This design comes from an exercise in tuning for small area, a short achievable clock period and few clock cycles per item on the open sky130 flow, not from production work. Where RTL was checked, it was by simulation tests only, not by an equivalence proof against the original. No functional check of the RTL was part of run 1. No activity file was given, so power comes from the tool's default toggle rates.

===== design.v =====
module apt_link (
    input  wire        clk,
    input  wire        rst,           
    input  wire        cmd_valid,
    output wire        cmd_ready,
    input  wire [47:0] cmd_word,
    output reg         rsp_valid,
    output reg  [7:0]  rsp_cmd,
    output reg  [3:0]  rsp_err,
    output reg  [63:0] rsp_data,
    input  wire        rx_valid,
    output wire        rx_ready,
    input  wire [7:0]  rx_data,
    output wire        tx_valid,
    input  wire        tx_ready,
    output wire [7:0]  tx_data
);
    localparam [7:0] MAX_PAYLOAD = 8'd32;
    localparam KA_THRESH = 20;
    localparam N_KA      = 4;
    localparam [15:0] OP_KEEPALIVE      = 16'h0492;
    localparam [15:0] OP_MOVE_COMPLETED = 16'h0464;
    localparam [15:0] OP_MOVE_HOMED     = 16'h0444;
    localparam [7:0] C_NOP = 8'h00, C_RESET = 8'h01, C_OPEN = 8'h02, C_CLOSE = 8'h03,
                     C_KA_SET = 8'h04, C_KA_CLR = 8'h05, C_LOOKUP = 8'h06, C_ENCODE = 8'h07,
                     C_TXB_CLEAR = 8'h08, C_TXB_PUSH = 8'h09, C_WRITE = 8'h0A, C_READ = 8'h0B,
                     C_ABORT = 8'h0C, C_DECODE = 8'h0D, C_RXB_GET = 8'h0E, C_DSTATUS = 8'h0F,
                     C_REG_READ = 8'h10, C_EV_CLEAR = 8'h11, C_WARN_CLEAR = 8'h12;
    localparam [3:0] E_OK = 4'd0, E_UNKNOWN = 4'd1, E_INVOPC = 4'd2, E_MALFORMED = 4'd3,
                     E_INCOMPLETE = 4'd4, E_ABORTED = 4'd5, E_NOT_OPEN = 4'd6, E_POISONED = 4'd7,
                     E_BUSY = 4'd8, E_ILLEGAL = 4'd9, E_TXLEN = 4'd10, E_BAD_SLOT = 4'd11,
                     E_BAD_INDEX = 4'd12, E_TX_OVF = 4'd13, E_FAULTED = 4'd14;
    localparam [1:0] EM_RUN = 2'd0, EM_COPY = 2'd1, EM_RESTORE = 2'd2;
    localparam [1:0] WP_KA = 2'd0, WP_HDR = 2'd1, WP_PAY = 2'd2;
    reg        ex_v;               
    reg [47:0] cq;                 
    reg [4:0]  cq_ra;              
    reg        r2_v;               
    reg [7:0]  r2_cmd;
    reg        link_open, poisoned, fault, busy;
    reg [7:0]  ka_count;
    reg [7:0]  host_addr;
    reg [N_KA-1:0] ka_valid;
    reg [7:0]  ka_addr [0:N_KA-1];
    reg [15:0] exp_opcode;
    reg [7:0]  exp_src;
    reg        exp_any;
    reg        res_valid, res_has_payload;
    reg [7:0]  res_hdr [0:5];
    reg [7:0]  res_len;
    reg [7:0]  rp0 [0:7];          
    reg [7:0]  rp1 [0:7];
    reg [7:0]  rp2 [0:7];
    reg [7:0]  rp3 [0:7];
    reg [7:0]  tx_len;
    reg [7:0]  tx_pay [0:MAX_PAYLOAD-1];
    reg [15:0] warn_count, last_warn_opcode;
    reg [7:0]  last_warn_src;
    reg [3:0]  last_err;
    reg [7:0]  last_err_cmd;
    reg [N_KA-1:0] ev_done, ev_homed;
    reg [7:0]  rxf [0:63];
    reg [5:0]  rx_head, rx_tail;
    reg [6:0]  rx_cnt;
    reg        rx_ready_r;
    reg [7:0]  txq [0:63];
    reg [5:0]  tq_head, tq_tail;
    reg [6:0]  tq_rc;              
    reg [6:0]  tq_cnt;             
    reg        tx_valid_r;
    reg [7:0]  tx_data_r;
    reg [2:0]  hk;                 
    reg [7:0]  hdr [0:5];
    reg [5:0]  fptr;               
    reg [5:0]  j;                  
    reg [1:0]  em;
    reg [5:0]  rcount;             
    reg        dec_act;            
    reg        want_r;             
    reg        w_act, w_hold;
    reg [1:0]  w_ph;
    reg [3:0]  w_mask;
    reg [2:0]  w_b;
    reg [5:0]  w_i;
    reg        w_burst;
    reg [2:0]  w_nka;
    reg [8:0]  w_need;
    integer i;
    assign cmd_ready = !ex_v && !w_act && !dec_act && (em == EM_RUN) && !r2_v && !want_r;
    assign rx_ready  = rx_ready_r;
    assign tx_valid  = tx_valid_r;
    assign tx_data   = tx_data_r;
    wire accept = cmd_valid && cmd_ready;
    wire push   = rx_valid && rx_ready_r;
    wire tq_pop = tx_valid_r && tx_ready;
    wire [7:0]  c_cmd  = cq[47:40];
    wire [15:0] c_opc  = cq[39:24];
    wire [7:0]  c_p1   = cq[23:16];
    wire [7:0]  c_p2   = cq[15:8];
    wire [7:0]  c_dst  = cq[7:0];
    wire [7:0]  c_b    = cq[7:0];
    wire [7:0]  c_slot = cq[15:8];
    wire [15:0] c_idx  = cq[15:0];
    wire [7:0]  c_off  = cq[15:8];
    wire [7:0]  c_len  = cq[7:0];
    wire [1:0]  c_sel  = cq[9:8];
    wire [7:0]  c_mask = cq[7:0];
    reg c_legal;
    always @* begin
        case (c_cmd)
            C_NOP, C_RESET, C_CLOSE, C_TXB_CLEAR, C_ABORT, C_DECODE, C_WARN_CLEAR:
                c_legal = (cq[39:0] == 40'd0);
            C_ENCODE, C_WRITE:
                c_legal = 1'b1;
            C_READ:
                c_legal = (cq[15:9] == 7'd0) && (cq[7:0] == 8'd0);
            C_OPEN, C_TXB_PUSH, C_REG_READ:
                c_legal = (cq[39:8] == 32'd0);
            C_KA_SET, C_LOOKUP, C_RXB_GET, C_DSTATUS:
                c_legal = (cq[39:16] == 24'd0);
            C_KA_CLR:
                c_legal = (cq[39:16] == 24'd0) && (cq[7:0] == 8'd0);
            C_EV_CLEAR:
                c_legal = (cq[39:10] == 30'd0);
            default:
                c_legal = 1'b0;
        endcase
    end
    function [15:0] table_opcode(input [3:0] idx);
        case (idx)
            4'd0:  table_opcode = 16'h0453;
            4'd1:  table_opcode = 16'h0443;
            4'd2:  table_opcode = 16'h0464;
            4'd3:  table_opcode = 16'h0491;
            4'd4:  table_opcode = 16'h0413;
            4'd5:  table_opcode = 16'h0490;
            4'd6:  table_opcode = 16'h0492;
            4'd7:  table_opcode = 16'h0444;
            4'd8:  table_opcode = 16'h040A;
            4'd9:  table_opcode = 16'h040B;
            4'd10: table_opcode = 16'h0414;
            4'd11: table_opcode = 16'h0415;
            4'd12: table_opcode = 16'h0210;
            4'd13: table_opcode = 16'h0211;
            4'd14: table_opcode = 16'h0212;
            default: table_opcode = 16'h0000;
        endcase
    endfunction
    reg opc_valid;
    always @* begin
        opc_valid = 1'b0;
        for (i = 0; i < 15; i = i + 1)
            if (table_opcode(i[3:0]) == c_opc)
                opc_valid = 1'b1;
    end
    reg        reg_ok;
    reg [31:0] reg_val;
    always @* begin
        reg_ok  = 1'b1;
        reg_val = 32'd0;
        case (c_b)
            8'h00: reg_val = {20'd0, last_err, 1'b0, (rx_cnt != 7'd0), (tq_cnt != 7'd0),
                              res_valid, busy, fault, poisoned, link_open};
            8'h01: reg_val = {24'd0, ka_count};
            8'h02: reg_val = {24'd0, host_addr};
            8'h03: reg_val = {25'd0, rx_cnt};
            8'h04: reg_val = {25'd0, tq_cnt};
            8'h05: reg_val = {24'd0, tx_len};
            8'h06: reg_val = {res_hdr[3], res_hdr[2], res_hdr[1], res_hdr[0]};
            8'h07: reg_val = {15'd0, res_has_payload, res_hdr[5], res_hdr[4]};
            8'h08: reg_val = {24'd0, res_len};
            8'h09: reg_val = {7'd0, exp_any, exp_src, exp_opcode};
            8'h0A: reg_val = {16'd0, warn_count};
            8'h0B: reg_val = {8'd0, last_warn_src, last_warn_opcode};
            8'h0C: reg_val = {24'd0, {(8-N_KA){1'b0}}, ev_done};
            8'h0D: reg_val = {24'd0, {(8-N_KA){1'b0}}, ev_homed};
            8'h0E: reg_val = {16'd0, last_err_cmd, 4'd0, last_err};
            8'h0F: reg_val = {16'd15, 4'd0, 4'd4, 8'd20};
            8'h10: reg_val = {23'd0, ka_valid[0], ka_addr[0]};
            8'h11: reg_val = {23'd0, ka_valid[1], ka_addr[1]};
            8'h12: reg_val = {23'd0, ka_valid[2], ka_addr[2]};
            8'h13: reg_val = {23'd0, ka_valid[3], ka_addr[3]};
            default: reg_ok = 1'b0;
        endcase
    end
    wire [4:0] ra = busy ? j[4:0] : cq_ra;
    wire [2:0] ra_r1 = ra[4:2] + 3'd1;
    wire [7:0] bk0 = rp0[(ra[1:0] > 2'd0) ? ra_r1 : ra[4:2]];
    wire [7:0] bk1 = rp1[(ra[1:0] > 2'd1) ? ra_r1 : ra[4:2]];
    wire [7:0] bk2 = rp2[(ra[1:0] > 2'd2) ? ra_r1 : ra[4:2]];
    wire [7:0] bk3 = rp3[ra[4:2]];
    reg  [7:0] win0, win1, win2, win3;
    always @* begin
        case (ra[1:0])
            2'd0: begin win0 = bk0; win1 = bk1; win2 = bk2; win3 = bk3; end
            2'd1: begin win0 = bk1; win1 = bk2; win2 = bk3; win3 = bk0; end
            2'd2: begin win0 = bk2; win1 = bk3; win2 = bk0; win3 = bk1; end
            default: begin win0 = bk3; win1 = bk0; win2 = bk1; win3 = bk2; end
        endcase
    end
    wire [31:0] sw = {win3, win2, win1, win0};
    wire [12:0] sflags = {sw[31], sw[24], sw[14], sw[13], sw[12], sw[10], sw[9],
                          sw[7], sw[6], sw[5], sw[4], sw[1], sw[0]};
    wire        hdr_ok = (hk == 3'd6);
    wire [15:0] f_opc  = {hdr[1], hdr[0]};
    wire [7:0]  f_src  = hdr[5];
    wire        f_long = hdr[4][7];
    wire [7:0]  f_plen = f_long ? hdr[2] : 8'd0;
    wire [8:0]  f_len  = 9'd6 + {1'b0, f_plen};
    wire        f_complete = hdr_ok && ({2'd0, rx_cnt} >= f_len);
    wire f_match = (f_opc == exp_opcode) && (exp_any || (f_src == exp_src));
    reg [N_KA-1:0] f_slots;
    always @* begin
        for (i = 0; i < N_KA; i = i + 1)
            f_slots[i] = ka_valid[i] && (ka_addr[i] == f_src);
    end
    wire f_unsol = ((f_opc == OP_MOVE_COMPLETED) || (f_opc == OP_MOVE_HOMED)) &&
                   (f_slots != {N_KA{1'b0}}) && (exp_any || (f_src != exp_src));
    wire pl_done = ({2'd0, j} == f_plen);
    wire rd_match = busy && hdr_ok && f_match && (em == EM_RUN) && !dec_act;
    wire live     = rd_match && !pl_done && (rx_cnt == (7'd6 + {1'b0, j}));
    wire want     = rd_match && !pl_done && f_complete;
    wire eng_free = !ex_v && !r2_v;        
    wire do_commit = hdr_ok && (em == EM_RUN) && eng_free && pl_done &&
                     ((busy && f_match) || (dec_act && f_complete));
    wire do_drop   = busy && hdr_ok && !f_match && f_complete && (em == EM_RUN) &&
                     eng_free && !dec_act;
    wire do_decinc = dec_act && hdr_ok && !f_complete && (em == EM_RUN);
    wire start_copy = (em == EM_RUN) && !ex_v && !r2_v &&
                      ((want && want_r) || (dec_act && hdr_ok && f_complete && !pl_done));
    wire pop = do_commit || do_drop;
    wire [7:0] rx_rd = rxf[fptr];
    wire cap_fifo = !hdr_ok && ({4'd0, hk} < rx_cnt);
    wire cap0     = !hdr_ok && (cap_fifo || push);
    wire cap1     = !hdr_ok && (hk != 3'd5) && push && (rx_cnt == {4'd0, hk} + 7'd1);
    wire [7:0] cap0_b = cap_fifo ? rx_rd : rx_data;
    wire       burst_now = (ka_count > KA_THRESH);
    wire [2:0] nvalid    = {2'd0, ka_valid[0]} + {2'd0, ka_valid[1]} +
                           {2'd0, ka_valid[2]} + {2'd0, ka_valid[3]};
    wire [2:0] nka_now   = burst_now ? nvalid : 3'd0;
    wire [8:0] need_now  = ({6'd0, nka_now} * 9'd6) + 9'd6 + {1'b0, tx_len};
    wire       fits_now  = ({2'd0, tq_cnt} + need_now) <= 9'd64;
    wire       fits_w    = ({2'd0, tq_cnt} + w_need) <= 9'd64;
    wire [1:0] w_slot = w_mask[0] ? 2'd0 : w_mask[1] ? 2'd1 : w_mask[2] ? 2'd2 : 2'd3;
    wire [3:0] w_mask_nx = w_mask & ~(4'd1 << w_slot);
    wire [7:0] tp_byte = tx_pay[w_i[4:0]];
    reg [7:0] w_byte;
    always @* begin
        case (w_ph)
            WP_KA: case (w_b)
                      3'd0: w_byte = OP_KEEPALIVE[7:0];
                      3'd1: w_byte = OP_KEEPALIVE[15:8];
                      3'd2: w_byte = 8'h00;
                      3'd3: w_byte = 8'h00;
                      3'd4: w_byte = ka_addr[w_slot];
                      default: w_byte = host_addr;
                  endcase
            WP_HDR: case (w_b)
                      3'd0: w_byte = c_opc[7:0];
                      3'd1: w_byte = c_opc[15:8];
                      3'd2: w_byte = c_p1;
                      3'd3: w_byte = c_p2;
                      3'd4: w_byte = c_dst;
                      default: w_byte = host_addr;
                  endcase
            default: w_byte = tp_byte;
        endcase
    end
    wire w_step = w_act && !(w_hold && !fits_w);
    wire w_last = (w_ph == WP_PAY) ? ({2'd0, w_i} + 8'd1 == tx_len)
                                   : ((w_ph == WP_HDR) && (w_b == 3'd5) && (tx_len == 8'd0));
    wire w_ka0   = burst_now && (ka_valid != 4'd0);
    wire wr_ok   = ex_v && (c_cmd == C_WRITE) && !fault && !busy && link_open && !poisoned &&
                   opc_valid && (c_dst[7] ? (tx_len == c_p1) : (tx_len == 8'd0));
    wire wr_push0 = wr_ok && fits_now;
    wire       tq_push  = w_step || wr_push0;
    wire [7:0] tq_pbyte = w_act ? w_byte : (w_ka0 ? OP_KEEPALIVE[7:0] : c_opc[7:0]);
    task rec_err(input [3:0] e, input [7:0] c);
        begin
            if (e != E_OK && e != E_FAULTED) begin
                last_err     <= e;
                last_err_cmd <= c;
            end
            case (e)
                E_UNKNOWN, E_INVOPC, E_MALFORMED, E_BUSY, E_ILLEGAL,
                E_TXLEN, E_BAD_SLOT, E_BAD_INDEX, E_TX_OVF: fault <= 1'b1;
                E_INCOMPLETE, E_ABORTED: poisoned <= 1'b1;
                default: ;
            endcase
        end
    endtask
    task respond(input [7:0] c, input [3:0] e, input [63:0] d);
        begin
            rsp_valid <= 1'b1;
            rsp_cmd   <= c;
            rsp_err   <= e;
            rsp_data  <= (e == E_OK) ? d : 64'd0;
        end
    endtask
    task fail(input [3:0] e);
        begin
            rec_err(e, c_cmd);
            respond(c_cmd, e, 64'd0);
        end
    endtask
    task apply_reset;
        begin
            link_open <= 1'b0; poisoned <= 1'b0; fault <= 1'b0; busy <= 1'b0;
            ka_count <= 8'd0; host_addr <= 8'd0;
            ka_valid <= {N_KA{1'b0}};
            for (i = 0; i < N_KA; i = i + 1) ka_addr[i] <= 8'd0;
            exp_opcode <= 16'd0; exp_src <= 8'd0; exp_any <= 1'b0;
            res_valid <= 1'b0; res_has_payload <= 1'b0; res_len <= 8'd0;
            for (i = 0; i < 6; i = i + 1) res_hdr[i] <= 8'd0;
            tx_len <= 8'd0;
            warn_count <= 16'd0; last_warn_opcode <= 16'd0; last_warn_src <= 8'd0;
            last_err <= 4'd0; last_err_cmd <= 8'd0;
            ev_done <= {N_KA{1'b0}}; ev_homed <= {N_KA{1'b0}};
        end
    endtask
    task flush_rx;
        begin
            rx_head <= 6'd0; rx_tail <= 6'd0; rx_cnt <= 7'd0;
            hk <= 3'd0; fptr <= 6'd0; j <= 6'd0; em <= EM_RUN; dec_act <= 1'b0;
        end
    endtask
    task flush_tx;
        begin
            tq_head <= 6'd0; tq_tail <= 6'd0; tq_rc <= 7'd0; tq_cnt <= 7'd0;
            tx_valid_r <= 1'b0;
        end
    endtask
    task rp_write(input [4:0] a, input [7:0] d);
        begin
            case (a[1:0])
                2'd0: rp0[a[4:2]] <= d;
                2'd1: rp1[a[4:2]] <= d;
                2'd2: rp2[a[4:2]] <= d;
                default: rp3[a[4:2]] <= d;
            endcase
        end
    endtask
    wire [6:0] rx_popn   = pop ? f_len[6:0] : 7'd0;
    wire [6:0] rx_cnt_m  = rx_cnt - rx_popn;
    wire [6:0] rx_cnt_p  = rx_cnt_m + 7'd1;
    wire [5:0] pbase     = rx_head + 6'd6;
    wire [5:0] j_eff     = j + {5'd0, live && push};
    always @(posedge clk) begin
        rsp_valid <= 1'b0;
        if (push) begin
            rxf[rx_tail] <= live ? win0 : rx_data;
            rx_tail      <= rx_tail + 6'd1;
        end
        rx_cnt     <= push ? rx_cnt_p : rx_cnt_m;
        rx_ready_r <= link_open && ((rx_cnt + {6'd0, push}) < 7'd64);
        if (pop)
            rx_head <= rx_head + f_len[5:0];
        want_r <= want;
        if (!hdr_ok) begin
            if (cap0) hdr[hk] <= cap0_b;
            if (cap1) hdr[hk + 3'd1] <= rx_data;
            hk   <= hk + {2'd0, cap0} + {2'd0, cap1};
            fptr <= fptr + {5'd0, cap0} + {5'd0, cap1};
        end else begin
            case (em)
            EM_RUN: begin
                if (live && push) begin
                    rp_write(j[4:0], rx_data);
                    j    <= j + 6'd1;
                    fptr <= fptr + 6'd1;
                end
                if (do_commit) begin
                    for (i = 0; i < 6; i = i + 1) res_hdr[i] <= hdr[i];
                    res_has_payload <= f_long;
                    res_len         <= f_plen;
                    res_valid       <= 1'b1;
                    busy            <= 1'b0;
                    dec_act         <= 1'b0;
                    respond(dec_act ? C_DECODE : C_READ, E_OK,
                            {7'd0, f_long, f_plen, hdr[5], hdr[4], hdr[3], hdr[2], hdr[1], hdr[0]});
                    hk   <= 3'd0;
                    j    <= 6'd0;
                    fptr <= rx_head + f_len[5:0];
                end else if (do_drop) begin
                    if (f_unsol) begin
                        for (i = 0; i < N_KA; i = i + 1) begin
                            if (f_slots[i] && f_opc == OP_MOVE_COMPLETED) ev_done[i]  <= 1'b1;
                            if (f_slots[i] && f_opc == OP_MOVE_HOMED)     ev_homed[i] <= 1'b1;
                        end
                    end else begin
                        if (warn_count != 16'hFFFF)
                            warn_count <= warn_count + 16'd1;
                        last_warn_opcode <= f_opc;
                        last_warn_src    <= f_src;
                    end
                    hk   <= 3'd0;
                    j    <= 6'd0;
                    fptr <= rx_head + f_len[5:0];
                end else if (do_decinc) begin
                    dec_act <= 1'b0;
                    rec_err(E_INCOMPLETE, C_DECODE);
                    respond(C_DECODE, E_INCOMPLETE, 64'd0);
                end else if (start_copy) begin
                    em <= EM_COPY;
                end
            end
            EM_COPY: begin
                rp_write(j[4:0], rx_rd);
                j    <= j + 6'd1;
                fptr <= fptr + 6'd1;
                if ({2'd0, j} + 8'd1 == f_plen)
                    em <= EM_RUN;
            end
            default: begin       
                rp_write(j[4:0], rx_rd);
                j    <= j + 6'd1;
                fptr <= fptr + 6'd1;
                if (j + 6'd1 == rcount) begin
                    em   <= EM_RUN;
                    j    <= 6'd0;
                    fptr <= pbase;
                end
            end
            endcase
        end
        if (tq_push) begin
            txq[tq_tail] <= tq_pbyte;
            tq_tail      <= tq_tail + 6'd1;
        end
        if (!tx_valid_r || tx_ready) begin
            if (tq_rc != 7'd0) begin
                tx_data_r  <= txq[tq_head];
                tx_valid_r <= 1'b1;
                tq_head    <= tq_head + 6'd1;
                tq_rc      <= tq_rc + {6'd0, tq_push} - 7'd1;
            end else if (tq_push) begin
                tx_data_r  <= tq_pbyte;
                tx_valid_r <= 1'b1;
                tq_head    <= tq_head + 6'd1;
            end else
                tx_valid_r <= 1'b0;
        end else
            tq_rc <= tq_rc + {6'd0, tq_push};
        tq_cnt <= tq_cnt + {6'd0, tq_push} - {6'd0, tq_pop};
        if (w_step) begin
            w_hold <= 1'b0;
            if (w_last) begin
                w_act    <= 1'b0;
                ka_count <= w_burst ? 8'd1 : ka_count + 8'd1;
                tx_len   <= 8'd0;
                respond(C_WRITE, E_OK, {32'd0, 7'd0, w_need, 13'd0, w_nka});
            end
            case (w_ph)
                WP_KA: begin
                    if (w_b == 3'd5) begin
                        w_b    <= 3'd0;
                        w_mask <= w_mask_nx;
                        if (w_mask_nx == 4'd0) w_ph <= WP_HDR;
                    end else
                        w_b <= w_b + 3'd1;
                end
                WP_HDR: begin
                    if (w_b == 3'd5) begin
                        w_b  <= 3'd0;
                        w_ph <= WP_PAY;
                    end else
                        w_b <= w_b + 3'd1;
                end
                default: w_i <= w_i + 6'd1;
            endcase
        end
        if (r2_v) begin
            r2_v <= 1'b0;
            respond(r2_cmd, E_OK, 64'd0);
        end
        ex_v <= accept;
        if (accept) begin
            cq    <= cmd_word;
            cq_ra <= (cmd_word[47:40] == C_DSTATUS) ? cmd_word[12:8] : cmd_word[4:0];
        end
        if (ex_v) begin
            if (fault && !(c_legal && (c_cmd == C_RESET || c_cmd == C_REG_READ)))
                fail(E_FAULTED);
            else if (busy && !(c_legal && (c_cmd == C_RESET || c_cmd == C_REG_READ ||
                                           c_cmd == C_ABORT)))
                fail(E_BUSY);
            else if (!c_legal)
                fail(E_ILLEGAL);
            else begin
                case (c_cmd)
                C_NOP: respond(c_cmd, E_OK, 64'd0);
                C_RESET: begin
                    apply_reset;
                    flush_rx;
                    flush_tx;
                    rx_ready_r <= 1'b0;
                    if (busy) begin
                        respond(C_READ, E_ABORTED, 64'd0);
                        r2_cmd <= C_RESET;
                        r2_v   <= 1'b1;
                    end else
                        respond(C_RESET, E_OK, 64'd0);
                end
                C_OPEN: begin
                    link_open <= 1'b1;
                    poisoned  <= 1'b0;
                    ka_count  <= 8'd0;
                    host_addr <= c_b;
                    flush_rx;
                    flush_tx;
                    rx_ready_r <= 1'b1;
                    respond(c_cmd, E_OK, 64'd0);
                end
                C_CLOSE: begin
                    link_open <= 1'b0;
                    flush_rx;
                    flush_tx;
                    rx_ready_r <= 1'b0;
                    respond(c_cmd, E_OK, 64'd0);
                end
                C_KA_SET: begin
                    if (c_slot >= N_KA)
                        fail(E_BAD_SLOT);
                    else if (c_b[7])
                        fail(E_ILLEGAL);
                    else begin
                        ka_addr[c_slot[1:0]]  <= c_b;
                        ka_valid[c_slot[1:0]] <= 1'b1;
                        respond(c_cmd, E_OK, 64'd0);
                    end
                end
                C_KA_CLR: begin
                    if (c_slot >= N_KA)
                        fail(E_BAD_SLOT);
                    else begin
                        ka_addr[c_slot[1:0]]  <= 8'd0;
                        ka_valid[c_slot[1:0]] <= 1'b0;
                        respond(c_cmd, E_OK, 64'd0);
                    end
                end
                C_LOOKUP: begin
                    if (c_idx >= 16'd15)
                        fail(E_UNKNOWN);
                    else
                        respond(c_cmd, E_OK, {48'd0, table_opcode(c_idx[3:0])});
                end
                C_ENCODE: begin
                    if (!opc_valid)
                        fail(E_INVOPC);
                    else
                        respond(c_cmd, E_OK, {16'd0, host_addr, c_dst, c_p2, c_p1,
                                              c_opc[15:8], c_opc[7:0]});
                end
                C_TXB_CLEAR: begin
                    tx_len <= 8'd0;
                    respond(c_cmd, E_OK, 64'd0);
                end
                C_TXB_PUSH: begin
                    if (tx_len == MAX_PAYLOAD)
                        fail(E_TX_OVF);
                    else begin
                        tx_pay[tx_len[4:0]] <= c_b;
                        tx_len <= tx_len + 8'd1;
                        respond(c_cmd, E_OK, 64'd0);
                    end
                end
                C_WRITE: begin
                    if (!link_open)
                        fail(E_NOT_OPEN);
                    else if (poisoned)
                        fail(E_POISONED);
                    else if (!opc_valid)
                        fail(E_INVOPC);
                    else if (c_dst[7] ? (tx_len != c_p1) : (tx_len != 8'd0))
                        fail(E_TXLEN);
                    else begin
                        w_act   <= 1'b1;
                        w_burst <= burst_now;
                        w_nka   <= nka_now;
                        w_need  <= need_now;
                        w_mask  <= burst_now ? ka_valid : 4'd0;
                        w_ph    <= w_ka0 ? WP_KA : WP_HDR;
                        w_i     <= 6'd0;
                        w_hold  <= !fits_now;
                        w_b     <= fits_now ? 3'd1 : 3'd0;
                    end
                end
                C_READ: begin
                    if (!link_open)
                        fail(E_NOT_OPEN);
                    else if (poisoned)
                        fail(E_POISONED);
                    else begin
                        exp_opcode <= c_opc;
                        exp_src    <= cq[23:16];
                        exp_any    <= cq[8];
                        busy       <= 1'b1;
                    end
                end
                C_ABORT: begin
                    if (busy) begin
                        busy     <= 1'b0;
                        poisoned <= 1'b1;
                        if (rx_cnt != 7'd0) begin
                            rec_err(E_INCOMPLETE, C_READ);
                            respond(C_READ, E_INCOMPLETE, 64'd0);
                        end else begin
                            rec_err(E_ABORTED, C_READ);
                            respond(C_READ, E_ABORTED, 64'd0);
                        end
                        r2_cmd <= C_ABORT;
                        r2_v   <= 1'b1;
                        if (j_eff != 6'd0) begin
                            em     <= EM_RESTORE;
                            rcount <= j_eff;
                            j      <= 6'd0;
                            fptr   <= pbase;
                        end
                    end else
                        respond(c_cmd, E_OK, 64'd0);
                end
                C_DECODE: begin
                    if (!link_open)
                        fail(E_NOT_OPEN);
                    else if (poisoned)
                        fail(E_POISONED);
                    else if (rx_cnt < 7'd6)
                        fail(E_INCOMPLETE);
                    else
                        dec_act <= 1'b1;
                end
                C_RXB_GET: begin
                    if (!res_valid || (c_idx >= {8'd0, res_len}))
                        fail(E_BAD_INDEX);
                    else
                        respond(c_cmd, E_OK, {56'd0, win0});
                end
                C_DSTATUS: begin
                    if (c_len != 8'd4)
                        fail(E_MALFORMED);
                    else if (!res_valid || ({1'b0, c_off} + 9'd4 > {1'b0, res_len}))
                        fail(E_MALFORMED);
                    else
                        respond(C_DSTATUS, E_OK, {sw, 19'd0, sflags});
                end
                C_REG_READ: begin
                    if (!reg_ok)
                        fail(E_ILLEGAL);
                    else
                        respond(c_cmd, E_OK, {32'd0, reg_val});
                end
                C_EV_CLEAR: begin
                    if (c_sel == 2'd0)
                        fail(E_ILLEGAL);
                    else begin
                        if (c_sel[0]) ev_done  <= ev_done  & ~c_mask[N_KA-1:0];
                        if (c_sel[1]) ev_homed <= ev_homed & ~c_mask[N_KA-1:0];
                        respond(c_cmd, E_OK, 64'd0);
                    end
                end
                C_WARN_CLEAR: begin
                    warn_count       <= 16'd0;
                    last_warn_opcode <= 16'd0;
                    last_warn_src    <= 8'd0;
                    respond(c_cmd, E_OK, 64'd0);
                end
                default: fail(E_ILLEGAL);
                endcase
            end
        end
        if (rst) begin
            apply_reset;
            flush_rx;
            flush_tx;
            ex_v       <= 1'b0;
            r2_v       <= 1'b0;
            w_act      <= 1'b0;
            want_r     <= 1'b0;
            rx_ready_r <= 1'b0;
            rsp_valid  <= 1'b0;
            rsp_cmd    <= 8'd0;
            rsp_err    <= 4'd0;
            rsp_data   <= 64'd0;
        end
    end
endmodule

===== run.sh =====
#!/bin/bash
# synth_recipe.tcl (not shown) runs the flow's synth.tcl, then flattens the netlist and writes it again
# the make line also repeats each setting of config.mk as NAME=value (left out here)
make -C /OpenROAD-flow-scripts/flow DESIGN_CONFIG=/design/flow/config.mk WORK_HOME=/design/flow/orfs CLKGATE_MAP_FILE= SYNTH_SCRIPT=/design/flow/synth_recipe.tcl finish

===== config.mk =====
export PLATFORM = sky130hd
export DESIGN_NAME = apt_link
export DESIGN_NICKNAME = apt_link
export VERILOG_FILES = /design/flow/design.v
export SDC_FILE = /design/flow/constraint.sdc
export NUM_CORES = 4
export LEC_CHECK = 0
export ABC_CLOCK_PERIOD_IN_PS = 4000
export CAP_MARGIN = 20
export CORE_MARGIN = 2
export CORE_UTILIZATION = 30
export SETUP_SLACK_MARGIN = 5
export SLEW_MARGIN = 20

===== constraint.sdc =====
create_clock -name core_clock -period 10.0 [get_ports {clk}]
set_input_delay 2.0000 -clock core_clock [delete_from_list [all_inputs] [get_ports {clk}]]
set_output_delay 2.0000 -clock core_clock [all_outputs]
set_load 0.01 [all_outputs]

==> results.txt, run 1 <==
CP most frequent cell=ha_4; CP max-delay cell=fa_1; R2R Path Start=ka_valid[0]; most common cell in the netlist=edfxtp_1; Crit path required time=10780 ps; synthesized area=91590 µm²; setup slack after layout=3644 ps; WP buf/inv=4; die area=309700 µm²; Max stage delay on crit path=570 ps; worst-skew pair later-pin latency=910 ps; combinational share of power=10.3%; post-synthesis cell type count=113; CTS tree=built; crit path from=ka_valid[0]; FFs w/ async S/R, synth=0%; Post-Route Setup TNS=0 ps; CP arrival=7140 ps; DP Worst Slack=3472 ps; top cell type's share of synthesized area=55.54%; Die Wd=556.5 µm; TritonCTS Buffers=209; max frequency=0.1573 GHz; htree depth=4; hold_buf cts=0; Max Slew Vio Count=0; VDD IR max=0.0001879 V; Tcrit/Tclk final=63.56%; Internal=14.86 mW; Core Util, Final=35.41%; Slew HR=19.18%; leakage power=34.16 nW; Core Region=303300 µm²; DP HPWL=207.6 mm; max-cap violations=0; Iteration-0 DRC Markers=8049; drt pass-1 iters=10; Fin Hold WS=455.5 ps; number of synthesized flops with an enable pin=1694; vias per cell=5.576; cell accounting for the most synthesized area=edfxtp_1; final hold vios=0; Ys Warns=2; RePlAce Congestion=0.9718; total gr overflow=0; area grow syn2layout=17.25%; flops & latches, synth=2041; vias=60020; DRC Markers=0; Clk pwr share=41.4%; switching share of power=24.33%; Flop pwr share=48.3%; unrepaired setup endpoints after global routing=yes; post-route ant nets=0; final setup violating endpoints=0; Worst-path clk slew=60 ps; die span in y=556.5 µm; PD cells=182.9 nW/µm²; Critical Path End Type=flop; delay-heaviest family, CP=adder cells; Max clock buf depth=3; fin crit period=6356 ps; syn nets=6593; Total GRT Usage=19.11%; Clock Skews=56.37 ps; I/O pin count=149; syn avg cell area=14.30 µm²; layout net count=6781; Setup CP Type=reg2reg; Rows=202; clock root buffer=clkbuf_16; layout cells sized above 1=21.57%; register area share after synthesis=63.12%; largest net degree at the start of global routing=105; filler instances=28640; switching power=4.779 mW; status=finished clean; Hold Path Class=reg2reg; Top FF cell, synth=edfxtp_1; synth top area cells=edfxtp_1 56%, mux4_2 11%, dfxtp_1 7.6%; WL/cell=28.31 µm; initial antenna violation count=26; CP Max Fanout=4; WL final=304.7 mm; CTS Sinks=2041; first-pass GRT wire length=430.4 mm; hold path start=res_hdr[4][7]; IO buf count=148; vias in the first global route=57950; startpoint types=flop; top cells by count, synth=1694 x edfxtp_1, 514 x nor2_1, 473 x nand2_1, 448 x mux4_2, 347 x dfxtp_1; initial core utilization=30.20%; worst slew pin tran=1208 ps; Post-Synthesis Cells=6406
## placed cells by master (no fill, tap or decap), types with 87 or more instances in the layout
cell type and instances:
o21ai_0 178, nor2_1 412, a21oi_1 286, clkdlybuf4s50_1 147, nand3_1 268, dfxtp_1 331, nand2_1 463, buf_4 191
mux2_2 123, clkbuf_16 209, edfxtp_1 1694, ha_1 98, mux4_2 448, mux2i_1 148, inv_1 106, nor3_1 87
xnor2_1 100
## what timing repair did
| action | 4_1_cts | 5_1_grt |
|---|---|---|
| buffers inserted | 71 | 23 |
| pin swaps | 49 | 38 |
| endpoints found under the setup margin | 1597 | 1491 |
| gates resized for setup | 68 | 106 |
| cloned | 0 | 1 |
## tightest hold or removal path: cells and delay by family (launching register included)
| kind | cells | cell delay (ps) |
|---|---|---|
| flops | 1 | 310 |
| simple gates | 1 | 50 |
| compound gates | 1 | 50 |
## flip-flops by register name (all words and copies together) (netlist names), 28 cells and up, named ones only
register,count
rsp_data,64
rp2,64
ka_addr,28
rp1,64
tx_pay,256
cq,48
rxf,512
rp0,64
txq,512
rp3,64
hdr,48
res_hdr,48
## power groups by stage
stage               clock, mW  combinational (mW)  sequential [mW]
CTS                      8.24                1.95             9.49
global placement            0                1.84             9.66
floorplan                   0                1.29             9.54
detailed placement          0                1.86             9.67
global route             8.58                2.13             9.49
finish                   8.14                2.02             9.49
## final timing paths
check / to / slack, ps / cells after the start
setup / recovery: tq_cnt[6] / 3640 / 31
setup reg to reg: tq_cnt[6] / 3640 / 31
hold / removal: res_hdr[4][7] / 460 / 2
hold reg to reg: res_hdr[4][7] / 460 / 2
## through the flow
stage	area (µm²)	instances	power (mW)
after floorplan	92380	6406	10.82
after global placement	98430	10260	11.50
after detailed placement	98460	10270	11.53
after CTS	106700	10730	19.67
after global routing	107400	10760	20.21
final	107400	10760	19.64
## cell type report
class | instances | area, µm² | area share (%)
inverter | 120 | 484.2 | 0.4509
clock buffer | 261 | 5557 | 5.174
multi-input combinational | 3843 | 33270 | 30.98
clock inverter | 134 | 1660 | 1.546
timing repair buffer | 379 | 3570 | 3.324
sequential | 2041 | 57860 | 53.88
antenna | 8 | 20.02 | 0.01864
tap | 3978 | 4977 | 4.635
## metal layers
metal | up-vias | GRT usage [%] | routed length [µm]
met3 | 657 | 4.283 | 27710
met5 | - | 0 | 65
met4 | 10 | 9.455 | 16810
met1 | 30790 | 25.48 | 122400
li1 | 25340 | - | -
met2 | 3224 | 29.25 | 137700
## kinds of logic after synthesis
group	synth area share (%)
XOR/XNOR	1.878
multiplexers	14.33
flip-flops	63.12
buffers and inverters	2.315
adder cells (fa/ha/maj)	1.814
AND/OR/NAND/NOR	9.257
AO/OA/AOI/OAI	7.281
==> run 2, diff against run 1 <==
--- a/design.v
+++ b/design.v
@@ -35,5 +35,4 @@
     reg        ex_v;               
     reg [47:0] cq;                 
-    reg [4:0]  cq_ra;              
     reg        r2_v;               
     reg [7:0]  r2_cmd;
@@ -184,5 +183,5 @@
         endcase
     end
-    wire [4:0] ra = busy ? j[4:0] : cq_ra;
+    wire [4:0] ra = busy ? j[4:0] : ((c_cmd == C_DSTATUS) ? c_off[4:0] : c_idx[4:0]);
     wire [2:0] ra_r1 = ra[4:2] + 3'd1;
     wire [7:0] bk0 = rp0[(ra[1:0] > 2'd0) ? ra_r1 : ra[4:2]];
@@ -475,8 +474,6 @@
         end
         ex_v <= accept;
-        if (accept) begin
-            cq    <= cmd_word;
-            cq_ra <= (cmd_word[47:40] == C_DSTATUS) ? cmd_word[12:8] : cmd_word[4:0];
-        end
+        if (accept)
+            cq <= cmd_word;
         if (ex_v) begin
             if (fault && !(c_legal && (c_cmd == C_RESET || c_cmd == C_REG_READ)))
--- a/config.mk
+++ b/config.mk
@@ -6,8 +6,6 @@
 export NUM_CORES = 4
 export LEC_CHECK = 0
-export ABC_CLOCK_PERIOD_IN_PS = 4000
 export CAP_MARGIN = 20
 export CORE_MARGIN = 2
 export CORE_UTILIZATION = 30
-export SETUP_SLACK_MARGIN = 5
 export SLEW_MARGIN = 20
==> results.txt, run 2 <==
first-pass GRT wire length=430.0 mm (about the same); CP arrival=8320 ps (+1180 ps); setup slack after layout=2216 ps (-1428 ps); crit path from=cq[42]; Post-Route Setup TNS=0 ps (unchanged); FFs w/ async S/R, synth=0% (unchanged); most common cell in the netlist=edfxtp_1; post-synthesis mux area share=13.98% (-0.35 points); cell accounting for the most synthesized area=edfxtp_1; Post-Synth Adder-Cell Area=1.813% (about the same); register area share after synthesis=62.90% (-0.22 points); worst reg2reg path depth=15 (-52%); Core Util, Final=34.68% (-0.73 points); vias=60370 (+0.57%); worst slew pin tran=1185 ps (-23.67 ps); hold_buf cts=0 (unchanged); CP Max Fanout=64 (+60); worst-skew pair later-pin latency=910 ps (about the same); top cells by count, synth=1689 x edfxtp_1, 528 x nor2_1, 494 x nand2_1, 436 x mux4_2, 347 x dfxtp_1; Max Slew Vio Count=0 (unchanged); r2r setup slk=2220 ps (-1430 ps); initial antenna violation count=13 (-50%); PD cells=185.3 nW/µm² (+1.3%); drt pass-1 iters=7 (-3); R2R Path Start=cq[42]; Clock Skews=85.35 ps (+28.98 ps); synthesized area=91670 µm² (about the same); final hold vios=0 (unchanged); CTS tree=built; final setup violating endpoints=0 (unchanged); Total GRT Usage=19.00% (-0.11 points); max frequency=0.1285 GHz (-18%); startpoint types=flop; DP HPWL=207.2 mm (-0.16%); status=finished clean; IO buf count=148 (unchanged); Resize count post-CTS=0 (-100%); htree depth=4 (unchanged); syn nets=6642 (+0.74%); number of synthesized flops with an enable pin=1689 (-0.30%); Max clock buf depth=3 (unchanged); Ys Warns=2 (unchanged); largest net degree at the start of global routing=73 (-30%); post-synthesis cell type count=116 (+2.7%); synth top area cells=edfxtp_1 55%, mux4_2 11%, dfxtp_1 7.6%; post-route ant nets=0 (unchanged); RePlAce Congestion=0.9618 (-1.0%); Reg2Reg Capture Point=rxf[27][3]; die area=310000 µm² (about the same); leakage power=32.79 nW (-4.0%); Setup Buffers After CTS=0 (-100%); complex-gate fraction of the synthesized area=8.294% (+1.0 points); crit path capture=rxf[27][3]; Slew HR=20.72% (+1.5 points); Post-Synthesis Cells=6455 (+0.76%); most common library cell in the layout ignoring fill and taps=edfxtp_1; WL final=302.1 mm (-0.85%); area grow syn2layout=14.84%; largest family of logic cells by synthesized area=multiplexers; Critical Path End Type=flop; Iteration-0 DRC Markers=8630 (+7.2%); unrepaired setup endpoints after global routing=no; total gr overflow=0 (unchanged); flops & latches, synth=2036 (-0.24%); CTS Sinks=2036 (-0.24%); DP Area=97910 µm² (-0.56%); I/O pin count=149 (unchanged); layout cells sized above 1=17.28% (-4.3 points); Core Region=303500 µm² (about the same); Top FF cell, synth=edfxtp_1; VDD IR max=0.0001582 V (-16%); Die Wd=556.8 µm (about the same); vias per cell=5.585 (+0.15%); Setup CP Type=reg2reg; Fin Hold WS=456.1 ps (+0.5780 ps); vias in the first global route=58210 (+0.45%); initial core utilization=30.20% (about the same); Rows=202 (unchanged); DP Worst Slack=2225 ps (-1246 ps); fin area=105300 µm² (-2.0%); Post-Synth Simple-Gate Area=8.824% (-0.43 points); die span in y=556.8 µm (about the same); max-cap violations=0 (unchanged); DRC Markers=0 (unchanged); Worst-path clk slew=60 ps (about the same); Hold Path Class=reg2reg; WL/cell=27.95 µm (-1.3%); fin crit period=7784 ps (+1428 ps); clock root buffer=clkbuf_16; most frequent cells in the layout=1689 x edfxtp_1, 522 x nor2_1, 493 x nand2_1, 436 x mux4_2, 339 x dfxtp_1; Crit path required time=10540 ps (-240 ps); Tcrit/Tclk final=77.84% (+14 points); area share of xor/xnor cells in the synthesized design=1.890% (+0.012 points); top cell type's share of synthesized area=55.33% (-0.21 points); layout net count=6727 (-0.80%); TritonCTS Buffers=210 (+0.48%); syn avg cell area=14.20 µm² (-0.67%)
run 2: cell count changes in the layout (fill, tap and decap cells not counted), moves of 20 or more:
cell	delta
a211oi_1	+38
a21oi_1	+41
a22oi_1	+31
and3_1	-30
buf_4	-61
nand2_1	+30
nand3_1	-74
nor2_1	+110
nor2_2	-27
nor2_4	-72
o31ai_1	+21
xnor2_1	+20
run 2: power breakdown:
| group | total [mW] | switching [mW] | internal, mW |
|---|---|---|---|
| registers | 9.48 | 0.218 | 9.26 |
| clock network | 8.18 | 3.49 | 4.68 |
| logic | 1.85 | 1.06 | 0.785 |
run 2: kinds of logic after synthesis:
| kind of cell | after synthesis |
|---|---|
| adders and majority gates | 127 |
| buffers and inverters | 533 |
| AOI/OAI and AO/OA | 1136 |
| DFF | 2036 |
| muxes | 717 |
| xor gates and xnor gates | 194 |
| and+or+nand+nor | 1712 |
run 2: area by class of cell:
| cell class | count | area (µm²) |
|---|---|---|
| diodes | 5 | 12.51 |
| flip-flops and latches | 2036 | 57690 |
| multi-input cells | 3886 | 32220 |
| fillers | 28810 | 198300 |
| inverters | 125 | 470.5 |
| clock buffers | 255 | 5535 |
| clock inverters | 142 | 1733 |
| well taps | 4080 | 5105 |
| repair buffers | 281 | 2506 |
run 2: worst min-delay path by stage:
stage               cells after the start       endpoint     startpoint  slack, ps
floorplan                               2  res_hdr[0][3]  res_hdr[0][3]        430
global placement                        2  res_hdr[3][2]  res_hdr[3][2]        440
detailed placement                      2  res_hdr[4][7]  res_hdr[4][7]        450
CTS                                     2  res_hdr[4][7]  res_hdr[4][7]        460
global route                            2  res_hdr[3][2]  res_hdr[3][2]        480
finish                                  2  res_hdr[3][5]  res_hdr[3][5]        460
run 2: through the flow:
stage,power [mW],cells
after floorplan,10.76,6455
after global placement,11.46,10400
after detailed placement,11.48,10400
after CTS,19.60,10800
after global routing,20.06,10810
final,19.51,10810
run 2: worst max-delay path, cell delays in order (launching register included):
cell and delay [ps]:
edfxtp_1 790, nand4_1 680, o21ai_0 450, nand3_1 790, inv_1 670, ha_1 400
inv_1 250, a21oi_1 90, and3_1 270, a21oi_1 830, mux2i_1 210, a221oi_1 760
nor2_1 90, a21oi_1 710, o21ai_4 50, buf_4 340
run 2: metal layers:
metal	vias to the layer above	track usage, %	wire [µm]
met1	30690	25.99	123400
met4	10	8.071	14310
li1	25400	-	-
met2	3595	28.75	133900
met5	-	0	74
met3	670	4.511	30390
Testbench counts of run 2, summed over its fixed seeds: cycles 58,592, items 1,200.
==> run 3, diff against run 2 <==
--- a/design.v
+++ b/design.v
@@ -34,5 +34,7 @@
     localparam [1:0] WP_KA = 2'd0, WP_HDR = 2'd1, WP_PAY = 2'd2;
     reg        ex_v;               
+    reg        ex_fast;            
     reg [47:0] cq;                 
+    reg [4:0]  cq_ra;              
     reg        r2_v;               
     reg [7:0]  r2_cmd;
@@ -91,4 +93,11 @@
     assign tx_data   = tx_data_r;
     wire accept = cmd_valid && cmd_ready;
+    wire [7:0] in_code = cmd_word[47:40];
+    wire in_z_hi = (cmd_word[39:8] == 32'd0);
+    wire in_z_lo = (cmd_word[7:0] == 8'd0);
+    wire fast_ok = !fault && !busy && in_z_hi &&
+                   ((((in_code == C_TXB_CLEAR) || (in_code == C_NOP)) && in_z_lo) ||
+                    ((in_code == C_TXB_PUSH) && (tx_len != MAX_PAYLOAD)));
+    wire fast_acc = accept && fast_ok;
     wire push   = rx_valid && rx_ready_r;
     wire tq_pop = tx_valid_r && tx_ready;
@@ -105,25 +114,27 @@
     wire [1:0]  c_sel  = cq[9:8];
     wire [7:0]  c_mask = cq[7:0];
-    reg c_legal;
-    always @* begin
-        case (c_cmd)
+    function legal_of(input [47:0] w);
+        case (w[47:40])
             C_NOP, C_RESET, C_CLOSE, C_TXB_CLEAR, C_ABORT, C_DECODE, C_WARN_CLEAR:
-                c_legal = (cq[39:0] == 40'd0);
+                legal_of = (w[39:0] == 40'd0);
             C_ENCODE, C_WRITE:
-                c_legal = 1'b1;
+                legal_of = 1'b1;
             C_READ:
-                c_legal = (cq[15:9] == 7'd0) && (cq[7:0] == 8'd0);
+                legal_of = (w[15:9] == 7'd0) && (w[7:0] == 8'd0);
             C_OPEN, C_TXB_PUSH, C_REG_READ:
-                c_legal = (cq[39:8] == 32'd0);
+                legal_of = (w[39:8] == 32'd0);
             C_KA_SET, C_LOOKUP, C_RXB_GET, C_DSTATUS:
-                c_legal = (cq[39:16] == 24'd0);
+                legal_of = (w[39:16] == 24'd0);
             C_KA_CLR:
-                c_legal = (cq[39:16] == 24'd0) && (cq[7:0] == 8'd0);
+                legal_of = (w[39:16] == 24'd0) && (w[7:0] == 8'd0);
             C_EV_CLEAR:
-                c_legal = (cq[39:10] == 30'd0);
+                legal_of = (w[39:10] == 30'd0);
             default:
-                c_legal = 1'b0;
+                legal_of = 1'b0;
         endcase
-    end
+    endfunction
+    reg c_legal;                   
+    reg opc_valid;                 
+    reg len_ok;                    
     function [15:0] table_opcode(input [3:0] idx);
         case (idx)
@@ -146,10 +157,10 @@
         endcase
     endfunction
-    reg opc_valid;
+    reg in_opc_valid;
     always @* begin
-        opc_valid = 1'b0;
+        in_opc_valid = 1'b0;
         for (i = 0; i < 15; i = i + 1)
-            if (table_opcode(i[3:0]) == c_opc)
-                opc_valid = 1'b1;
+            if (table_opcode(i[3:0]) == cmd_word[39:24])
+                in_opc_valid = 1'b1;
     end
     reg        reg_ok;
@@ -183,5 +194,5 @@
         endcase
     end
-    wire [4:0] ra = busy ? j[4:0] : ((c_cmd == C_DSTATUS) ? c_off[4:0] : c_idx[4:0]);
+    wire [4:0] ra = busy ? j[4:0] : cq_ra;
     wire [2:0] ra_r1 = ra[4:2] + 3'd1;
     wire [7:0] bk0 = rp0[(ra[1:0] > 2'd0) ? ra_r1 : ra[4:2]];
@@ -207,5 +218,14 @@
     wire [7:0]  f_plen = f_long ? hdr[2] : 8'd0;
     wire [8:0]  f_len  = 9'd6 + {1'b0, f_plen};
-    wire        f_complete = hdr_ok && ({2'd0, rx_cnt} >= f_len);
+    reg         hv;
+    reg  [7:0]  plen_r;
+    reg  [8:0]  flen_r;
+    always @(posedge clk) begin
+        hv     <= hdr_ok;
+        plen_r <= f_plen;
+        flen_r <= f_len;
+    end
+    wire        hvv = hv && hdr_ok;
+    wire        f_complete = hvv && ({2'd0, rx_cnt} >= flen_r);
     wire f_match = (f_opc == exp_opcode) && (exp_any || (f_src == exp_src));
     reg [N_KA-1:0] f_slots;
@@ -216,16 +236,17 @@
     wire f_unsol = ((f_opc == OP_MOVE_COMPLETED) || (f_opc == OP_MOVE_HOMED)) &&
                    (f_slots != {N_KA{1'b0}}) && (exp_any || (f_src != exp_src));
-    wire pl_done = ({2'd0, j} == f_plen);
-    wire rd_match = busy && hdr_ok && f_match && (em == EM_RUN) && !dec_act;
-    wire live     = rd_match && !pl_done && (rx_cnt == (7'd6 + {1'b0, j}));
-    wire want     = rd_match && !pl_done && f_complete;
+    wire pl_done_c = ({2'd0, j} == f_plen);      
+    wire pl_done   = ({2'd0, j} == plen_r);      
+    wire rd_match = busy && f_match && (em == EM_RUN) && !dec_act;
+    wire live     = rd_match && hdr_ok && !pl_done_c && (rx_cnt == (7'd6 + {1'b0, j}));
+    wire want     = rd_match && hvv && !pl_done && f_complete;
     wire eng_free = !ex_v && !r2_v;        
-    wire do_commit = hdr_ok && (em == EM_RUN) && eng_free && pl_done &&
+    wire do_commit = hvv && (em == EM_RUN) && eng_free && pl_done &&
                      ((busy && f_match) || (dec_act && f_complete));
-    wire do_drop   = busy && hdr_ok && !f_match && f_complete && (em == EM_RUN) &&
+    wire do_drop   = busy && hvv && !f_match && f_complete && (em == EM_RUN) &&
                      eng_free && !dec_act;
-    wire do_decinc = dec_act && hdr_ok && !f_complete && (em == EM_RUN);
+    wire do_decinc = dec_act && hvv && !f_complete && (em == EM_RUN);
     wire start_copy = (em == EM_RUN) && !ex_v && !r2_v &&
-                      ((want && want_r) || (dec_act && hdr_ok && f_complete && !pl_done));
+                      ((want && want_r) || (dec_act && hvv && f_complete && !pl_done));
     wire pop = do_commit || do_drop;
     wire [7:0] rx_rd = rxf[fptr];
@@ -234,11 +255,21 @@
     wire cap1     = !hdr_ok && (hk != 3'd5) && push && (rx_cnt == {4'd0, hk} + 7'd1);
     wire [7:0] cap0_b = cap_fifo ? rx_rd : rx_data;
-    wire       burst_now = (ka_count > KA_THRESH);
-    wire [2:0] nvalid    = {2'd0, ka_valid[0]} + {2'd0, ka_valid[1]} +
-                           {2'd0, ka_valid[2]} + {2'd0, ka_valid[3]};
-    wire [2:0] nka_now   = burst_now ? nvalid : 3'd0;
-    wire [8:0] need_now  = ({6'd0, nka_now} * 9'd6) + 9'd6 + {1'b0, tx_len};
-    wire       fits_now  = ({2'd0, tq_cnt} + need_now) <= 9'd64;
-    wire       fits_w    = ({2'd0, tq_cnt} + w_need) <= 9'd64;
+    wire       burst_c = (ka_count > KA_THRESH);
+    wire [2:0] nvalid  = {2'd0, ka_valid[0]} + {2'd0, ka_valid[1]} +
+                         {2'd0, ka_valid[2]} + {2'd0, ka_valid[3]};
+    wire [2:0] nka_c   = burst_c ? nvalid : 3'd0;
+    wire [8:0] need_c  = ({6'd0, nka_c} * 9'd6) + 9'd6 + {1'b0, tx_len};
+    reg        burst_now, w_ka0_r;
+    reg  [2:0] nka_now;
+    reg  [8:0] need_now;
+    reg        fits_now;           
+    always @(posedge clk) begin
+        burst_now <= burst_c;
+        w_ka0_r   <= burst_c && (ka_valid != 4'd0);
+        nka_now   <= nka_c;
+        need_now  <= need_c;
+        fits_now  <= ({2'd0, tq_cnt} + (w_act ? w_need : need_c)) <= 9'd64;
+    end
+    wire       fits_w = fits_now;
     wire [1:0] w_slot = w_mask[0] ? 2'd0 : w_mask[1] ? 2'd1 : w_mask[2] ? 2'd2 : 2'd3;
     wire [3:0] w_mask_nx = w_mask & ~(4'd1 << w_slot);
@@ -269,7 +300,7 @@
     wire w_last = (w_ph == WP_PAY) ? ({2'd0, w_i} + 8'd1 == tx_len)
                                    : ((w_ph == WP_HDR) && (w_b == 3'd5) && (tx_len == 8'd0));
-    wire w_ka0   = burst_now && (ka_valid != 4'd0);
+    wire w_ka0   = w_ka0_r;
     wire wr_ok   = ex_v && (c_cmd == C_WRITE) && !fault && !busy && link_open && !poisoned &&
-                   opc_valid && (c_dst[7] ? (tx_len == c_p1) : (tx_len == 8'd0));
+                   opc_valid && len_ok;
     wire wr_push0 = wr_ok && fits_now;
     wire       tq_push  = w_step || wr_push0;
@@ -340,5 +371,5 @@
         end
     endtask
-    wire [6:0] rx_popn   = pop ? f_len[6:0] : 7'd0;
+    wire [6:0] rx_popn   = pop ? flen_r[6:0] : 7'd0;
     wire [6:0] rx_cnt_m  = rx_cnt - rx_popn;
     wire [6:0] rx_cnt_p  = rx_cnt_m + 7'd1;
@@ -354,5 +385,5 @@
         rx_ready_r <= link_open && ((rx_cnt + {6'd0, push}) < 7'd64);
         if (pop)
-            rx_head <= rx_head + f_len[5:0];
+            rx_head <= rx_head + flen_r[5:0];
         want_r <= want;
         if (!hdr_ok) begin
@@ -380,5 +411,5 @@
                     hk   <= 3'd0;
                     j    <= 6'd0;
-                    fptr <= rx_head + f_len[5:0];
+                    fptr <= rx_head + flen_r[5:0];
                 end else if (do_drop) begin
                     if (f_unsol) begin
@@ -395,5 +426,5 @@
                     hk   <= 3'd0;
                     j    <= 6'd0;
-                    fptr <= rx_head + f_len[5:0];
+                    fptr <= rx_head + flen_r[5:0];
                 end else if (do_decinc) begin
                     dec_act <= 1'b0;
@@ -408,5 +439,5 @@
                 j    <= j + 6'd1;
                 fptr <= fptr + 6'd1;
-                if ({2'd0, j} + 8'd1 == f_plen)
+                if ({2'd0, j} + 8'd1 == plen_r)
                     em <= EM_RUN;
             end
@@ -441,5 +472,5 @@
         end else
             tq_rc <= tq_rc + {6'd0, tq_push};
-        tq_cnt <= tq_cnt + {6'd0, tq_push} - {6'd0, tq_pop};
+        tq_cnt <= tq_pop ? (tq_cnt + {6'd0, tq_push} - 7'd1) : (tq_cnt + {6'd0, tq_push});
         if (w_step) begin
             w_hold <= 1'b0;
@@ -473,8 +504,21 @@
             respond(r2_cmd, E_OK, 64'd0);
         end
-        ex_v <= accept;
-        if (accept)
-            cq <= cmd_word;
-        if (ex_v) begin
+        ex_v    <= accept;
+        ex_fast <= fast_acc;
+        if (accept) begin
+            cq    <= cmd_word;
+            c_legal   <= legal_of(cmd_word);
+            opc_valid <= in_opc_valid;
+            len_ok    <= cmd_word[7] ? (tx_len == cmd_word[23:16]) : (tx_len == 8'd0);
+            cq_ra <= (cmd_word[47:40] == C_DSTATUS) ? cmd_word[12:8] : cmd_word[4:0];
+        end
+        if (ex_v && ex_fast) begin
+            if (c_cmd == C_TXB_CLEAR)
+                tx_len <= 8'd0;
+            else if (c_cmd == C_TXB_PUSH) begin
+                tx_pay[tx_len[4:0]] <= c_b;
+                tx_len <= tx_len + 8'd1;
+            end
+        end else if (ex_v) begin
             if (fault && !(c_legal && (c_cmd == C_RESET || c_cmd == C_REG_READ)))
                 fail(E_FAULTED);
@@ -569,5 +613,5 @@
                     else if (!opc_valid)
                         fail(E_INVOPC);
-                    else if (c_dst[7] ? (tx_len != c_p1) : (tx_len != 8'd0))
+                    else if (!len_ok)
                         fail(E_TXLEN);
                     else begin
@@ -666,4 +710,10 @@
             end
         end
+        if (fast_acc) begin
+            rsp_valid <= 1'b1;
+            rsp_cmd   <= in_code;
+            rsp_err   <= E_OK;
+            rsp_data  <= 64'd0;
+        end
         if (rst) begin
             apply_reset;
@@ -671,4 +721,5 @@
             flush_tx;
             ex_v       <= 1'b0;
+            ex_fast    <= 1'b0;
             r2_v       <= 1'b0;
             w_act      <= 1'b0;
--- a/config.mk
+++ b/config.mk
@@ -6,6 +6,8 @@
 export NUM_CORES = 4
 export LEC_CHECK = 0
+export ABC_CLOCK_PERIOD_IN_PS = 4000
 export CAP_MARGIN = 20
 export CORE_MARGIN = 2
-export CORE_UTILIZATION = 30
+export CORE_UTILIZATION = 55
+export SETUP_SLACK_MARGIN = 5
 export SLEW_MARGIN = 20
==> results.txt, run 3 <==
final setup violating endpoints=0 (unchanged); PnR Total Power=19.46 mW (-0.23%); CP arrival=5660 ps (-2660 ps); max frequency=0.1940 GHz (+51%); top cell type's share of synthesized area=55.16% (-0.17 points); Total GRT Usage=34.23% (+15 points); Ys Warns=2 (unchanged); Top FF cell, synth=edfxtp_1; Max stage delay on crit path=640 ps (-190 ps); I/O pin count=149 (unchanged); FFs w/ async S/R, synth=0% (unchanged); RePlAce Congestion=1.048 (+9.0%); first-pass GRT wire length=417.3 mm (-3.0%); synthesized area=92380 µm² (+0.78%); CP Max Fanout=19 (-70%); DRC Markers=0 (unchanged); Post-Synthesis Cells=6600 (+2.2%); max-cap violations=0 (unchanged); Hold Path Class=reg2reg; clock root buffer=clkbuf_16; DP HPWL=203.0 mm (-2.1%); cell accounting for the most synthesized area=edfxtp_1; Critical Path End Type=flop; die area=171300 µm² (-45%); unrepaired setup endpoints after global routing=yes; Tcrit/Tclk final=51.55% (-26 points); Core Region=167000 µm² (-45%); status=finished clean; CP max-delay cell=nor2_2; drt pass-1 iters=8 (+1); initial antenna violation count=7 (-6); vias in the first global route=57340 (-1.5%); synth top area cells=edfxtp_1 55%, mux4_2 11%, dfxtp_1 8.2%; Setup CP Type=reg2reg; worst-skew pair later-pin latency=890 ps (-20 ps); area grow syn2layout=12.30%; Crit path required time=10510 ps (-30 ps); total gr overflow=0 (unchanged); most common cell in the netlist=edfxtp_1; post-route ant nets=0 (unchanged); VDD IR max=0.0001779 V (+12%); CTS tree=built; vias=60160 (-0.34%); Iteration-0 DRC Markers=7166 (-17%); WL final=294.4 mm (-2.6%); layout net count=6864 (+2.0%); Clock Skews=65.82 ps (-19.53 ps); htree depth=4 (unchanged); worst-path cell chain=buf_4 -> inv_1 -> ha_1 -> or3_1 -> a221oi_1 -> o2111ai_1 -> a41oi_1 -> nand3_2 -> nand2_1 -> nand3_1 -> nor2_2; final hold vios=0 (unchanged); most frequent cells in the layout=1697 x edfxtp_1, 579 x nand2_1, 577 x nor2_1, 435 x mux4_2, 362 x dfxtp_1; WL/cell=32.43 µm (+16%); Max clock buf depth=3 (unchanged); startpoint types=flop; leakage power=33.13 nW (+1.1%); Slew HR=20.96% (+0.24 points); layout cells sized above 1=16.76% (-0.52 points); PD cells=187.6 nW/µm² (+1.2%); hold_buf cts=0 (unchanged); number of synthesized flops with an enable pin=1697 (+0.47%); syn avg cell area=14.00 µm² (-1.4%); vias per cell=6.629 (+19%); CTS Sinks=2077 (+2.0%); Rows=150 (-26%); fin crit period=5155 ps (-2629 ps); largest net degree at the start of global routing=104 (+42%); Post-Route Setup TNS=0 ps (unchanged); n_diodes=0 (-5); TritonCTS Buffers=211 (+0.48%); post-synthesis cell type count=109 (-6.0%); top cells by count, synth=1697 x edfxtp_1, 607 x nor2_1, 582 x nand2_1, 435 x mux4_2, 380 x dfxtp_1; initial core utilization=55.31% (+25 points); die span in y=413.8 µm (-26%); Max Slew Vio Count=0 (unchanged); most common library cell in the layout ignoring fill and taps=edfxtp_1; flops & latches, synth=2077 (+2.0%); Worst-path clk slew=70 ps (about the same); Die Wd=413.8 µm (-26%); worst slew pin tran=1181 ps (-3.550 ps); syn nets=6773 (+2.0%); IO buf count=148 (unchanged); register area share after synthesis=63.39% (+0.49 points)
run 3: changes by cell type after synthesis, moves of 34 or more:
cell / previous run / this run
xor2_1: 71 / 117
a211oi_1: 64 / 30
a31oi_1: 29 / 80
nor2_1: 528 / 607
nand2_1: 494 / 582
nand4_1: 76 / 37
run 3: metrics by stage:
step | hold WS, ps | cell area (µm²) | utilization [%] | cells | worst slack (ps)
6_report | 404.2 | 103800 | 62.11 | 9076 | 4845
5_1_grt | 411.1 | 103800 | 62.11 | 9076 | 4724
2_1_floorplan | 369.6 | 92390 | - | 6600 | 5197
3_5_place_dp | 388.7 | 96210 | 57.60 | 8665 | 3080
4_1_cts | 402.8 | 103500 | 61.97 | 9067 | 4937
3_3_place_gp | 386.2 | 96190 | 57.59 | 8665 | 3221
run 3: path summary, 6_finish.rpt:
kind	slack [ps]	start	endpoint	cells after the start
max	4840	j[1]	rp3[7][3]	11
min	400	need_now[2]	w_need[2]	0
max reg2reg	4840	j[1]	rp3[7][3]	11
min reg2reg	400	need_now[2]	w_need[2]	0
run 3: where the power goes:
part | internal (mW) | leakage [nW] | switching (mW)
Clock | 4.56 | 3.41 | 3.44
Sequential | 9.43 | 18.4 | 0.195
Combinational | 0.797 | 11.3 | 1.04
Total | 14.8 | 33.1 | 4.67
run 3: cell type report:
type                    count  area, µm²
clock inverters           114       1296
fillers                 12620      63290
repair buffers            283       2579
inverters                 119      452.9
flip-flops and latches   2077      58610
clock buffers             280       5753
multi-input cells        3999      32300
well taps                2204       2758
run 3: per-layer routing:
metal	GRT usage, %	part of all wire, %	wire, µm
met5	0	0.011	31
met4	20.75	7.1	20970
met3	5.807	7.9	23140
met2	53.68	47	137400
met1	45.00	38	112800
run 3: what timing repair did:
item	CTS	global route
gates cloned	1	0
resized for setup	48	49
setup buffers	7	8
endpoints found under the hold margin	0	0
setup endpoints to repair	827	857
pin swaps	2	1
run 3: cells by family after synthesis:
kind of cell | synth area share (%)
AOI/OAI and AO/OA | 8.247
buffers and inverters | 2.248
muxes | 13.17
DFF | 63.39
adders and majority gates | 1.593
and+or+nand+nor | 9.315
xor gates and xnor gates | 2.034
run 3: critical path, delay by kind of cell (launching register included):
family	cells	cell delay [ps]
buffers and inverters	2	510
adders and majority gates	1	270
and+or+nand+nor	5	2300
AOI/OAI and AO/OA	3	1120
DFF	1	560
Testbench counts of run 3, summed over its fixed seeds: cycles 55,569, items 1,200.

[separate check: timing with driven ports]
Ports are ideal in the flow. The routed layouts listed here were re-timed in OpenROAD. Step 1 sets driving cells, clkbuf_16 on the clock port and buf_2 on the other inputs (assumed; they add their load-dependent delay and slew). Step 2 times the ports against the registers' clock, not the clock port: input delays grow and output delays shrink by t, the midpoint of the rising clock arrivals with the driver on. Slacks: no drivers / after step 1 / after step 2; pairs: no drivers / after step 1.
run	shift t [ns]	slack for setup (ns)	worst hold slack (ns)	worst setup path after step 2
run 1	0.988	3.644 / 3.644 / 3.644	0.456 / 0.456 / 0.456	register to register
run 2	0.961	2.216 / 2.216 / 2.216	0.456 / 0.456 / 0.456	register to register
run 3	0.940	4.845 / 4.845 / 4.376	0.404 / 0.404 / 0.404	input to register
After both steps setup and hold are still met in every run listed. For run 3, which loses most, drivers alone change the setup slack by 0.000 ns; drivers and shift together by -0.469 ns.
